This is an optimization exercise on Yosys and OpenROAD, whose aim is small area, a short achievable clock period and few clock cycles per item, not a production implementation. In this exercise RTL edits were held to simulation tests only and were not proved equivalent to the original. No activity file was given, so power comes from the tool's default toggle rates.

==> build 25: inputs <==
==> flow/design.v <==
module bf16_classify (
    input  wire [15:0] a,
    output wire        e_zero,    
    output wire        e_max,     
    output wire        m_zero,    
    output wire [6:0]  nm,        
    output wire [2:0]  k,         
    output wire [9:0]  ee         
);
    wire [6:0] m = a[6:0];
    assign e_zero = (a[14:7] == 8'd0);
    assign e_max  = (a[14:7] == 8'd255);
    assign m_zero = (m == 7'd0);
    reg [2:0] kk;
    always @* begin
        casez (m)
            7'b1??????: kk = 3'd1;
            7'b01?????: kk = 3'd2;
            7'b001????: kk = 3'd3;
            7'b0001???: kk = 3'd4;
            7'b00001??: kk = 3'd5;
            7'b000001?: kk = 3'd6;
            default:    kk = 3'd7;
        endcase
    end
    assign k  = e_zero ? kk : 3'd0;
    wire [7:0] sh = {1'b0, m} << kk;
    assign nm = e_zero ? sh[6:0] : m;
    assign ee = e_zero ? 10'd1 - {7'd0, kk} : {2'b00, a[14:7]};
endmodule
module bf16_addsub (
    input  wire [15:0] a,
    input  wire [15:0] b,         
    input  wire        a_zero,
    output wire        swap,      
    output wire        far,       
    output wire        rs,
    output wire        eff_sub,
    output wire [7:0]  eb,        
    output wire [8:0]  x          
);
    assign swap = (b[14:0] > a[14:0]) | a_zero;
    wire [15:0] big = swap ? b : a;
    wire [14:0] sml = swap ? a[14:0] : b[14:0];
    wire [7:0] es = sml[14:7];
    assign eb = big[14:7];
    wire [7:0] sigb = {eb != 8'd0, big[6:0]};
    wire [7:0] sigs = {es != 8'd0, sml[6:0]};
    wire [7:0] d = eb - es;
    assign far = (d > 8'd8) | (sml == 15'd0);
    wire [7:0] sigs_sh = sigs >> d[3:0];
    assign eff_sub = a[15] ^ b[15];
    assign rs = big[15];
    assign x = eff_sub ? {1'b0, sigb - sigs_sh} : {1'b0, sigb} + {1'b0, sigs_sh};
endmodule
module bf16_addsub_fin (
    input  wire        rs,
    input  wire [7:0]  eb,
    input  wire [7:0]  x,
    output reg  [15:0] r
);
    reg [3:0] k;
    always @* begin
        casez (x)
            8'b1???????: k = 4'd0;
            8'b01??????: k = 4'd1;
            8'b001?????: k = 4'd2;
            8'b0001????: k = 4'd3;
            8'b00001???: k = 4'd4;
            8'b000001??: k = 4'd5;
            8'b0000001?: k = 4'd6;
            8'b00000001: k = 4'd7;
            default:     k = 4'd8;
        endcase
    end
    wire [7:0] xn  = x << k[2:0];
    wire [8:0] e_k = {1'b0, eb} - {5'd0, k};
    always @* begin
        if (k == 4'd8)                           r = 16'h0000;    
        else if (k != 4'd0 && (e_k[8] || e_k[7:0] == 8'd0)) r = {rs, 15'd0};
        else                                     r = {rs, e_k[7:0], xn[6:0]};
    end
endmodule
module bf16_mul (
    input  wire [6:0]  a_nm,
    input  wire [6:0]  b_nm,
    output wire [8:0]  p           
);
    wire [15:0] pp = {1'b1, a_nm} * {1'b1, b_nm};
    assign p = pp[15:7];
endmodule
module bf16_mul_fin (
    input  wire        rs,
    input  wire        is_mul,
    input  wire [8:0]  x,
    input  wire [9:0]  re_in,
    output reg  [15:0] r
);
    wire [9:0] re  = re_in + {9'd0, x[8]};
    wire [7:0] sig = x[8] ? x[8:1] : x[7:0];
    wire [2:0] dsh = 3'd1 - re[2:0];    
    wire [7:0] den = sig >> dsh;
    wire neg = re[9];
    always @* begin
        if (!neg && re[8:0] >= 9'd255)               r = {rs, 15'h7F80};
        else if (is_mul && (neg || re == 10'd0)) begin
            if (neg && re < 10'h3FA)                 r = {rs, 15'd0};       
            else                                     r = {rs, 8'd0, den[6:0]};
        end else                                     r = {rs, re[7:0], sig[6:0]};
    end
endmodule
module bf16_div #(parameter N = 3) (
    input  wire [6:0]  a_nm,
    input  wire [6:0]  b_nm,
    output wire        ge,         
    output reg  [7:0]  rem,        
    output reg  [6:0]  mq          
);
    wire [7:0] x = {1'b1, a_nm};
    wire [7:0] y = {1'b1, b_nm};
    wire [8:0] d1 = {1'b0, x} - {1'b0, y};
    assign ge = ~d1[8];
    wire [7:0] d2 = {a_nm, 1'b0} - y;        
    reg  [8:0] t;
    integer i;
    always @* begin
        rem = ge ? d1[7:0] : d2;
        mq  = 7'd0;
        for (i = 6; i > 6 - N; i = i - 1) begin
            t     = {rem, 1'b0} - {1'b0, y};
            mq[i] = ~t[8] | rem[7];
            if (mq[i]) rem = t[7:0];
            else       rem = {rem[6:0], 1'b0};
        end
    end
endmodule
module bf16_div_fin #(parameter N = 3) (
    input  wire [7:0]  rem_in,
    input  wire [6:0]  b_nm,
    input  wire [6:0]  mq_in,
    output reg  [6:0]  mq
);
    wire [7:0] y = {1'b1, b_nm};
    reg  [7:0] rem;
    reg  [8:0] t;
    integer i;
    always @* begin
        rem = rem_in;
        mq  = mq_in;
        for (i = 6 - N; i >= 0; i = i - 1) begin
            t     = {rem, 1'b0} - {1'b0, y};
            mq[i] = ~t[8] | rem[7];
            if (mq[i]) rem = t[7:0];
            else       rem = {rem[6:0], 1'b0};
        end
    end
endmodule
module bf16_alu (
    input  wire        clk,
    input  wire        rst,         
    input  wire        in_valid,
    output wire        in_ready,
    input  wire [2:0]  op,
    input  wire [15:0] a,
    input  wire [15:0] b,
    output reg         out_valid,
    output reg  [15:0] r
);
    localparam N = 2;                      
    localparam RAW = 2'd0, DIV = 2'd1, NRM = 2'd2, SUM = 2'd3;
    assign in_ready = 1'b1;
    reg        v0;
    reg [2:0]  op0;
    reg [15:0] a0, b0;
    always @(posedge clk) begin
        v0  <= ~rst & in_valid;
        op0 <= op;
        a0  <= a;
        b0  <= b;
    end
    wire is_add = (op0[2:1] == 2'b00);
    wire is_mul = (op0 == 3'd2);
    wire is_div = (op0 == 3'd3);
    wire [15:0] bx = {b0[15] ^ (op0 == 3'd1), b0[14:0]};    
    wire a_ez, a_em, a_mz, b_ez, b_em, b_mz;
    wire [6:0] a_nm, b_nm;
    wire [2:0] a_k, b_k;
    wire [9:0] a_ee, b_ee;
    bf16_classify ca (.a(a0), .e_zero(a_ez), .e_max(a_em), .m_zero(a_mz), .nm(a_nm), .k(a_k), .ee(a_ee));
    bf16_classify cb (.a(b0), .e_zero(b_ez), .e_max(b_em), .m_zero(b_mz), .nm(b_nm), .k(b_k), .ee(b_ee));
    wire a_zero = a_ez & a_mz, a_inf = a_em & a_mz, a_nan = a_em & ~a_mz, a_den = a_ez & ~a_mz;
    wire b_zero = b_ez & b_mz, b_inf = b_em & b_mz, b_nan = b_em & ~b_mz;
    wire rs_md  = a0[15] ^ b0[15];
    wire       add_swap, add_far, add_rs, add_sub;
    wire [7:0] add_e;
    wire [8:0] add_x;
    bf16_addsub u_add (.a(a0), .b(bx), .a_zero(a_zero), .swap(add_swap), .far(add_far),
                       .rs(add_rs), .eff_sub(add_sub), .eb(add_e), .x(add_x));
    wire [8:0] mul_p;
    bf16_mul u_mul (.a_nm(a_nm), .b_nm(b_nm), .p(mul_p));
    wire       div_ge;
    wire [7:0] div_rem;
    wire [6:0] div_mq;
    bf16_div #(.N(N)) u_div (.a_nm(a_nm), .b_nm(b_nm), .ge(div_ge), .rem(div_rem), .mq(div_mq));
    wire [4:0] lp  = {2'b00, b_k} - {2'b00, a_k} - {4'd0, ~div_ge};
    wire div_sat   = ~lp[4] & (lp != 5'd0);
    wire [8:0] sat_e = {1'b0, a0[14:8], a0[7] | a_ez} + 9'd126;    
    wire [9:0] re_md = a_ee + (b_ee ^ {10{is_div}}) + (is_div ? 10'd127 : 10'h381)
                     + {9'd0, is_div & div_ge};
    wire md_ovf = ~re_md[9] & (re_md[8:0] >= 9'd255);
    wire md_unf = re_md[9] | (re_md == 10'd0);
    reg sel_a, sel_b, sel_nan, sel_inf, sel_zero, sel_sat, sel_add, sel_mul, sel_div;
    always @* begin
        sel_a = 1'b0; sel_b = 1'b0; sel_nan = 1'b0; sel_inf = 1'b0; sel_zero = 1'b0;
        sel_sat = 1'b0; sel_add = 1'b0; sel_mul = 1'b0; sel_div = 1'b0;
        if (op0[2]) begin
        end else if (a_nan)     sel_a = 1'b1;
        else if (b_nan)         sel_b = 1'b1;
        else if (is_add) begin
            if (a_inf & b_inf & add_sub) sel_nan = 1'b1;
            else if (a_inf)              sel_a = 1'b1;
            else if (b_inf)              sel_b = 1'b1;
            else if (add_far) begin
                sel_a = ~add_swap;
                sel_b = add_swap;
            end else sel_add = 1'b1;
        end else if (is_mul) begin
            if ((a_inf & b_zero) | (b_inf & a_zero)) sel_nan = 1'b1;
            else if (a_inf | b_inf)                  sel_inf = 1'b1;
            else if (a_zero | b_zero)                sel_zero = 1'b1;
            else                                     sel_mul = 1'b1;
        end else begin
            if ((a_inf & b_inf) | (a_zero & b_zero)) sel_nan = 1'b1;
            else if (a_inf | b_zero)                 sel_inf = 1'b1;
            else if (b_inf | a_zero)                 sel_zero = 1'b1;
            else if (div_sat) begin
                if (sat_e[8] | (sat_e[7:0] == 8'd255)) sel_inf = 1'b1;
                else                                   sel_sat = 1'b1;
            end
            else if (md_ovf)                         sel_inf = 1'b1;
            else if (md_unf)                         sel_zero = 1'b1;
            else                                     sel_div = 1'b1;
        end
    end
    wire sel_un = op0[2];
    wire [1:0] mode = sel_div ? DIV : (sel_add & add_sub) ? NRM : (sel_add | sel_mul) ? SUM : RAW;
    wire [2:0] cls_code = {a_den, ~a_zero & ~a_inf & ~a_den, a_inf | ~a_zero & ~a_den & ~a_nan};
    reg  [2:0] ucode;
    always @* begin
        case (op0[1:0])
            2'd0:    ucode = {2'b00, a_zero};
            2'd1:    ucode = {2'b00, a_nan};
            2'd2:    ucode = {2'b00, a_inf};
            default: ucode = cls_code;
        endcase
    end
    wire s_d = (sel_a & a0[15]) | (sel_b & bx[15]) | (sel_add & add_rs)
             | ((sel_inf | sel_zero | sel_sat | sel_mul | sel_div) & rs_md);
    wire [9:0] e_d = ({10{sel_a}} & {2'b00, a0[14:7]})
                   | ({10{sel_b}} & {2'b00, bx[14:7]})
                   | ({10{sel_nan | sel_inf}} & 10'd255)
                   | ({10{sel_sat}} & {2'b00, sat_e[7:0]})
                   | ({10{sel_add}} & {2'b00, add_e})
                   | ({10{sel_mul | sel_div}} & re_md);
    wire [8:0] x_d = ({9{sel_a}} & {2'b00, a0[6:0]})
                   | ({9{sel_b}} & {2'b00, bx[6:0]})
                   | ({9{sel_nan}} & 9'h040)
                   | ({9{sel_sat}} & 9'h07F)
                   | ({9{sel_un}} & {6'd0, ucode})
                   | ({9{sel_add}} & add_x)
                   | ({9{sel_mul}} & mul_p)
                   | ({9{sel_div}} & {1'b0, div_rem});
    reg        v1;
    reg [1:0]  m1;
    reg        mul1;
    reg        s1;
    reg [9:0]  e1;
    reg [8:0]  x1;
    reg [6:0]  y1, q1;
    always @(posedge clk) begin
        v1   <= ~rst & v0;
        m1   <= mode;
        mul1 <= is_mul;
        s1   <= s_d;
        e1   <= e_d;
        x1   <= x_d;
        y1   <= b_nm;
        q1   <= div_mq;
    end
    wire [15:0] nrm_r, sum_r;
    wire [6:0]  div_m;
    bf16_addsub_fin u_nrm (.rs(s1), .eb(e1[7:0]), .x(x1[7:0]), .r(nrm_r));
    bf16_mul_fin    u_sum (.rs(s1), .is_mul(mul1), .x(x1), .re_in(e1), .r(sum_r));
    bf16_div_fin #(.N(N)) u_divf (.rem_in(x1[7:0]), .b_nm(y1), .mq_in(q1), .mq(div_m));
    wire [15:0] res = ({16{m1 == RAW}} & {s1, e1[7:0], x1[6:0]})
                    | ({16{m1 == DIV}} & {s1, e1[7:0], div_m})
                    | ({16{m1 == NRM}} & nrm_r)
                    | ({16{m1 == SUM}} & sum_r);
    always @(posedge clk) begin
        out_valid <= ~rst & v1;
        r         <= res;
    end
endmodule
==> flow/flow/run.sh <==
#!/bin/bash
# Standard layout, with the resizer's setup repair aiming for slack well
# beyond the 46 ns clock, so that it sizes the critical paths for speed.
export SETUP_SLACK_MARGIN=35.5
bash standard.sh > standard.log 2>&1
==> flow/standard.sh <==
#!/bin/bash
# synth_recipe.tcl (not shown) runs the flow's synth.tcl, then flattens the netlist and writes it again
# the make line also repeats each setting of config.mk as NAME=value (left out here)
make -C /OpenROAD-flow-scripts/flow DESIGN_CONFIG=/design/flow/config.mk WORK_HOME=/design/flow/orfs CLKGATE_MAP_FILE= SYNTH_SCRIPT=/design/flow/synth_recipe.tcl "${@:-finish}"
==> flow/config.mk <==
export PLATFORM = sky130hd
export DESIGN_NAME = bf16_alu
export DESIGN_NICKNAME = bf16_alu
export VERILOG_FILES = /design/flow/design.v
export SDC_FILE = /design/flow/constraint.sdc
export NUM_CORES = 4
export LEC_CHECK = 0
export CAP_MARGIN = 20
export CORE_MARGIN = 2
export CORE_UTILIZATION = 70
export PLACE_DENSITY = 0.8
export SLEW_MARGIN = 20
==> flow/constraint.sdc <==
create_clock -name core_clock -period 46.0 [get_ports {clk}]
set_input_delay 9.2000 -clock core_clock [delete_from_list [all_inputs] [get_ports {clk}]]
set_output_delay 9.2000 -clock core_clock [all_outputs]
set_load 0.01 [all_outputs]
==> inputs of build 83, as changes to build 25 <==
--- a/flow/design.v
+++ b/flow/design.v
@@ -119,11 +119,11 @@
     wire [7:0] x = {1'b1, a_nm};
     wire [7:0] y = {1'b1, b_nm};
-    wire [8:0] d1 = {1'b0, x} - {1'b0, y};
-    assign ge = ~d1[8];
+    assign ge = (a_nm >= b_nm);
+    wire [7:0] d1 = x - y;
     wire [7:0] d2 = {a_nm, 1'b0} - y;        
     reg  [8:0] t;
     integer i;
     always @* begin
-        rem = ge ? d1[7:0] : d2;
+        rem = ge ? d1 : d2;
         mq  = 7'd0;
         for (i = 6; i > 6 - N; i = i - 1) begin
@@ -210,8 +210,9 @@
     wire md_ovf = ~re_md[9] & (re_md[8:0] >= 9'd255);
     wire md_unf = re_md[9] | (re_md == 10'd0);
-    reg sel_a, sel_b, sel_nan, sel_inf, sel_zero, sel_sat, sel_add, sel_mul, sel_div;
+    reg        sel_a, sel_b, sel_nan, sel_inf, sel_zero, sel_sat;
+    reg  [1:0] mode;
     always @* begin
         sel_a = 1'b0; sel_b = 1'b0; sel_nan = 1'b0; sel_inf = 1'b0; sel_zero = 1'b0;
-        sel_sat = 1'b0; sel_add = 1'b0; sel_mul = 1'b0; sel_div = 1'b0;
+        sel_sat = 1'b0; mode = RAW;
         if (op0[2]) begin
         end else if (a_nan)     sel_a = 1'b1;
@@ -224,10 +225,10 @@
                 sel_a = ~add_swap;
                 sel_b = add_swap;
-            end else sel_add = 1'b1;
+            end else mode = add_sub ? NRM : SUM;
         end else if (is_mul) begin
             if ((a_inf & b_zero) | (b_inf & a_zero)) sel_nan = 1'b1;
             else if (a_inf | b_inf)                  sel_inf = 1'b1;
             else if (a_zero | b_zero)                sel_zero = 1'b1;
-            else                                     sel_mul = 1'b1;
+            else                                     mode = SUM;
         end else begin
             if ((a_inf & b_inf) | (a_zero & b_zero)) sel_nan = 1'b1;
@@ -240,9 +241,7 @@
             else if (md_ovf)                         sel_inf = 1'b1;
             else if (md_unf)                         sel_zero = 1'b1;
-            else                                     sel_div = 1'b1;
+            else                                     mode = DIV;
         end
     end
-    wire sel_un = op0[2];
-    wire [1:0] mode = sel_div ? DIV : (sel_add & add_sub) ? NRM : (sel_add | sel_mul) ? SUM : RAW;
     wire [2:0] cls_code = {a_den, ~a_zero & ~a_inf & ~a_den, a_inf | ~a_zero & ~a_den & ~a_nan};
     reg  [2:0] ucode;
@@ -255,20 +254,19 @@
         endcase
     end
-    wire s_d = (sel_a & a0[15]) | (sel_b & bx[15]) | (sel_add & add_rs)
-             | ((sel_inf | sel_zero | sel_sat | sel_mul | sel_div) & rs_md);
-    wire [9:0] e_d = ({10{sel_a}} & {2'b00, a0[14:7]})
-                   | ({10{sel_b}} & {2'b00, bx[14:7]})
-                   | ({10{sel_nan | sel_inf}} & 10'd255)
-                   | ({10{sel_sat}} & {2'b00, sat_e[7:0]})
-                   | ({10{sel_add}} & {2'b00, add_e})
-                   | ({10{sel_mul | sel_div}} & re_md);
-    wire [8:0] x_d = ({9{sel_a}} & {2'b00, a0[6:0]})
-                   | ({9{sel_b}} & {2'b00, bx[6:0]})
-                   | ({9{sel_nan}} & 9'h040)
-                   | ({9{sel_sat}} & 9'h07F)
-                   | ({9{sel_un}} & {6'd0, ucode})
-                   | ({9{sel_add}} & add_x)
-                   | ({9{sel_mul}} & mul_p)
-                   | ({9{sel_div}} & {1'b0, div_rem});
+    reg        s_d;
+    reg  [9:0] e_d;
+    reg  [8:0] x_d;
+    always @* begin
+        if (sel_a)             begin s_d = a0[15]; e_d = {2'b00, a0[14:7]}; x_d = {2'b00, a0[6:0]}; end
+        else if (sel_b)        begin s_d = bx[15]; e_d = {2'b00, bx[14:7]}; x_d = {2'b00, bx[6:0]}; end
+        else if (sel_nan)      begin s_d = 1'b0;   e_d = 10'd255;           x_d = 9'h040; end
+        else if (sel_inf)      begin s_d = rs_md;  e_d = 10'd255;           x_d = 9'h000; end
+        else if (sel_zero)     begin s_d = rs_md;  e_d = 10'd0;             x_d = 9'h000; end
+        else if (sel_sat)      begin s_d = rs_md;  e_d = {2'b00, sat_e[7:0]}; x_d = 9'h07F; end
+        else if (op0[2])       begin s_d = 1'b0;   e_d = 10'd0;             x_d = {6'd0, ucode}; end
+        else if (is_add)       begin s_d = add_rs; e_d = {2'b00, add_e};    x_d = add_x; end
+        else if (is_mul)       begin s_d = rs_md;  e_d = re_md;             x_d = mul_p; end
+        else                   begin s_d = rs_md;  e_d = re_md;             x_d = {1'b0, div_rem}; end
+    end
     reg        v1;
     reg [1:0]  m1;
@@ -293,8 +291,13 @@
     bf16_mul_fin    u_sum (.rs(s1), .is_mul(mul1), .x(x1), .re_in(e1), .r(sum_r));
     bf16_div_fin #(.N(N)) u_divf (.rem_in(x1[7:0]), .b_nm(y1), .mq_in(q1), .mq(div_m));
-    wire [15:0] res = ({16{m1 == RAW}} & {s1, e1[7:0], x1[6:0]})
-                    | ({16{m1 == DIV}} & {s1, e1[7:0], div_m})
-                    | ({16{m1 == NRM}} & nrm_r)
-                    | ({16{m1 == SUM}} & sum_r);
+    reg [15:0] res;
+    always @* begin
+        case (m1)
+            RAW:     res = {s1, e1[7:0], x1[6:0]};
+            DIV:     res = {s1, e1[7:0], div_m};
+            NRM:     res = nrm_r;
+            default: res = sum_r;
+        endcase
+    end
     always @(posedge clk) begin
         out_valid <= ~rst & v1;
Settings changed: CORE_UTILIZATION 70 to 40, PLACE_DENSITY 0.8 to unset.
==> summary of the runs <==
- Worst hold slack is about the same in build 25 and build 83.
- Clock power: build 83 is larger than build 25 (about 16%).
- In maximum frequency, build 25 and build 83 hardly differ.
- Against build 83, the synthesized cell count of build 25 is smaller by about 2.5%.
- Final cell count: build 83 is larger than build 25 (about 11%).
- Against build 25, the sequential share of layout area of build 83 is lower by 0.28 points.
- In build 83 the clock skew is lower than in build 25, by 0.0061 ns.
Testbench counts of build 25, summed over its fixed seeds: cycles 32,024, items 32,000.
Testbench counts of build 83, summed over its fixed seeds: cycles 32,024, items 32,000.

[what the ideal ports hide]
The flow's constraints put no driver on any port. The routed layouts listed below were extracted and timed again, unchanged, in two steps.
Step 1, drivers: a clkbuf_16 drives clk and a buf_2 each remaining input, both assumed.
Step 2, shift: input delay + t, output delay - t, t = (earliest + latest rising clock arrival at the registers) / 2. This alone moves slack from input paths to output paths.
Three values: ideal ports, drivers, drivers and shift; two values: the first two.
run | t (ns) | slack for setup (ns) | hold WS [ns] | worst data-port slew with drivers (ns) | pins driven straight from the clock port
build 25 | 0.409 | 35.571 / 35.522 / 35.931 | 0.437 / 0.437 / 0.437 | 0.03 | 1
build 83 | 0.417 | 35.582 / 35.532 / 35.949 | 0.437 / 0.437 / 0.437 | 0.04 | 1
After both steps every run listed still meets setup and hold.
